Source: an optimization exercise on an open RTL-to-GDS flow (aim: small area). Production flows keep margins and buffers that such runs may drop. The RTL was checked by simulation tests, not by an equivalence proof against the original design. Power figures rest on the tool's default switching activity, not on a simulated workload.

run A:
## crc_link_engine
module crc_link_engine (
    input  wire        clk,
    input  wire        rst,           
    input  wire        host_wr,
    input  wire [15:0] host_addr,
    input  wire [7:0]  host_wdata,
    output reg  [7:0]  host_rdata,
    input  wire        rx_valid,
    input  wire [7:0]  rx_data,
    output reg         rx_ready,
    output wire        tx_valid,
    output reg  [7:0]  tx_data,
    input  wire        tx_ready,
    output wire        busy
);
clock: 10.0 ns
lec_check: 0
cap_margin: 20
core_margin: 2
core_utilization: 60
cts_buf_list: sky130_fd_sc_hd__clkbuf_8 sky130_fd_sc_hd__clkbuf_16
cts_cluster_diameter: 100
cts_cluster_size: 24
gpl_timing_driven: 0
place_density: 0.7
slew_margin: 20
synth_hierarchical: 1
synth_minimum_keep_size: 0
run.sh (not shown) runs the stock make flow with config.mk's settings and CLKGATE_MAP_FILE= SYNTH_SCRIPT=/design/flow/synth_recipe.tcl, a recipe that flattens the netlist after the stock synthesis.
Run A: flow complete, layout not clean; failing: setup timing
Input changes introduced in run B (baseline for comparison: run A):
Settings: setting SETUP_SLACK_MARGIN to 0.2 for the first time.
--- outcome ---
Run B: done, clean on timing, DRC and antenna. The power of run B and that of run A are within noise of each other. Sequential share of power down 0.2 points in run B wrt run A. Compared with run A, in run B final period demand of the worst path has decreased; internal power summed over all cells has remained practically unchanged.
The following lists how run C was set up differently from run B:
Settings: a change of CTS_CLUSTER_DIAMETER from 100 to 80; a change of CTS_CLUSTER_SIZE from 24 to 32.
Notes after the runs:
Run C has relative area of clock buffers and inverters in the final design below what run B had. The higher number of resized instances in the post-cts repair step of run B and run C is in run C. Comparing run B with run C, the met1 track demand over resource came out essentially unchanged. Any difference in sum of routed wire length over all layers between run C and run B is small enough to ignore. Compared with run B, in run C cell area down about 0.7%; global-route usage flat; fraction of area in multi-input gates flat; number of search-and-repair iterations in the first detailed-routing pass up 2. As of run C, via count of the first global-routing pass had fallen slightly compared to run B. | buffering overhead | run C vs run B | ≈ equal |.

---

== onyx ==
Another version of the RTL of crc_link_engine (not shown whole).
Size in the first run: roughly 5600 cells after synthesis, about 56 I/O pins, about 64000 sq um of cells after synthesis.
clock: 10.0 ns
lec_check: 0
cap_margin: 20
core_margin: 2
core_utilization: 60
cts_buf_list: sky130_fd_sc_hd__clkbuf_8
cts_cluster_diameter: 60
cts_cluster_size: 16
gpl_timing_driven: 0
place_density: 0.7
setup_slack_margin: 0.2
slew_margin: 20
synth_hierarchical: 1
synth_minimum_keep_size: 0
onyx completed; timing, DRC and antenna clean
Inputs modified between onyx and xenon:
# onyx
export LEC_CHECK = 0
export CAP_MARGIN = 20
export CORE_MARGIN = 2
export CORE_UTILIZATION = 60
export CTS_BUF_LIST = sky130_fd_sc_hd__clkbuf_8
export CTS_CLUSTER_DIAMETER = 60
export CTS_CLUSTER_SIZE = 16
export GPL_TIMING_DRIVEN = 0
export PLACE_DENSITY = 0.7
export SETUP_SLACK_MARGIN = 0.2
export SLEW_MARGIN = 20
export SYNTH_HIERARCHICAL = 1
export SYNTH_MINIMUM_KEEP_SIZE = 0
create_clock -name core_clock -period 10.0 [get_ports {clk}]
# xenon
export LEC_CHECK = 0
export CAP_MARGIN = 20
export CORE_MARGIN = 2
export CORE_UTILIZATION = 60
export CTS_BUF_LIST = sky130_fd_sc_hd__clkbuf_8 sky130_fd_sc_hd__clkbuf_16
export CTS_CLUSTER_DIAMETER = 100
export CTS_CLUSTER_SIZE = 24
export GPL_TIMING_DRIVEN = 0
export PLACE_DENSITY = 0.7
export SETUP_SLACK_MARGIN = 0.2
export SLEW_MARGIN = 20
export SYNTH_HIERARCHICAL = 1
export SYNTH_MINIMUM_KEEP_SIZE = 0
create_clock -name core_clock -period 10.0 [get_ports {clk}]
Notes after the runs:
- xenon has completed all stages; timing, DRC and antenna checks passed.
- Between onyx and xenon, the flow reports maximum frequency decreasing slightly.
- Setup slack is higher on onyx
- xenon ends up with a global-route wire length before repair that is 0.36% lower than in onyx.
- Total of clock buffers placed in the layout ended up 62 lower on xenon than on onyx.
- The transition time at the pin with the least slew margin in xenon sits 82 ps above the value recorded for onyx.
- Per the comparison of xenon with onyx, switching power of the nets decreased 0.045 mW; sequential share of power went down 1.1 points; sequential group power has remained practically unchanged.
#### Input delta (violet over xenon)
# xenon
export LEC_CHECK = 0
export CAP_MARGIN = 20
export CORE_MARGIN = 2
export CORE_UTILIZATION = 60
export CTS_BUF_LIST = sky130_fd_sc_hd__clkbuf_8 sky130_fd_sc_hd__clkbuf_16
export CTS_CLUSTER_DIAMETER = 100
export CTS_CLUSTER_SIZE = 24
export GPL_TIMING_DRIVEN = 0
export PLACE_DENSITY = 0.7
export SETUP_SLACK_MARGIN = 0.2
export SLEW_MARGIN = 20
export SYNTH_HIERARCHICAL = 1
export SYNTH_MINIMUM_KEEP_SIZE = 0
create_clock -name core_clock -period 10.0 [get_ports {clk}]
# violet
export LEC_CHECK = 0
export CAP_MARGIN = 20
export CORE_MARGIN = 2
export CORE_UTILIZATION = 60
export CTS_BUF_LIST = sky130_fd_sc_hd__clkbuf_8
export CTS_CLUSTER_DIAMETER = 60
export CTS_CLUSTER_SIZE = 16
export GPL_TIMING_DRIVEN = 0
export PLACE_DENSITY = 0.7
export SETUP_SLACK_MARGIN = 0.1
export SLEW_MARGIN = 20
export SYNTH_HIERARCHICAL = 1
export SYNTH_MINIMUM_KEEP_SIZE = 0
create_clock -name core_clock -period 10.0 [get_ports {clk}]
## What came out
Comparing share of the core filled with cells for violet and xenon, the bigger number came from xenon. violet gives less leakage power of the design than xenon did. Clock skew, violet and xenon: higher on violet. Cmp violet vs xenon: power share of the combinational group higher in violet. Between violet and xenon, the difference in setup slack of the worst register-to-register path is negligible. Diff violet..xenon | critical path depth | unchanged. Clock buffer count in the final layout ended up 62 higher on violet than on xenon. Summary of violet over xenon: final-layout worst hold slack rose by 5.8 ps; top achievable clock speed stayed essentially flat; sum of buffers and inverters on the critical path fell by 1.

## static timing again, ports no longer ideal
No port has a modelled driver above. Below, the same layouts with a new extraction and two added sets of constraints. Step 1, drivers: a clkbuf_16 drives clk and a buf_2 each remaining input, both assumed. Step 2 moves the port delays by t, midway between the first and last clock arrival at a register: inputs arrive t later, outputs are due t later. That takes back most of the time a late clock gives input paths. Slacks: no drivers / after step 1 / after step 2; pairs: no drivers / after step 1.
| run | shift t [ns] | setup slack, ns | worst data-port slew with drivers (ns) | pins driven straight from the clock port |
|---|---|---|---|---|
| run A | 0.801 | -0.089 / -0.165 / -0.165 | 0.10 | 1 |
| run B | 0.798 | 0.207 / 0.183 / 0.183 | 0.10 | 1 |
| run C | 0.778 | 0.161 / 0.138 / 0.138 | 0.10 | 1 |
| onyx | 0.940 | 0.267 / 0.245 / 0.245 | 0.05 | 1 |
| xenon | 0.798 | 0.232 / 0.210 / 0.210 | 0.05 | 1 |
| violet | 0.950 | 0.229 / 0.203 / 0.203 | 0.05 | 1 |
The setup slack of run A, which loses most, moves by -0.076 ns with the drivers and by -0.076 ns with both steps.
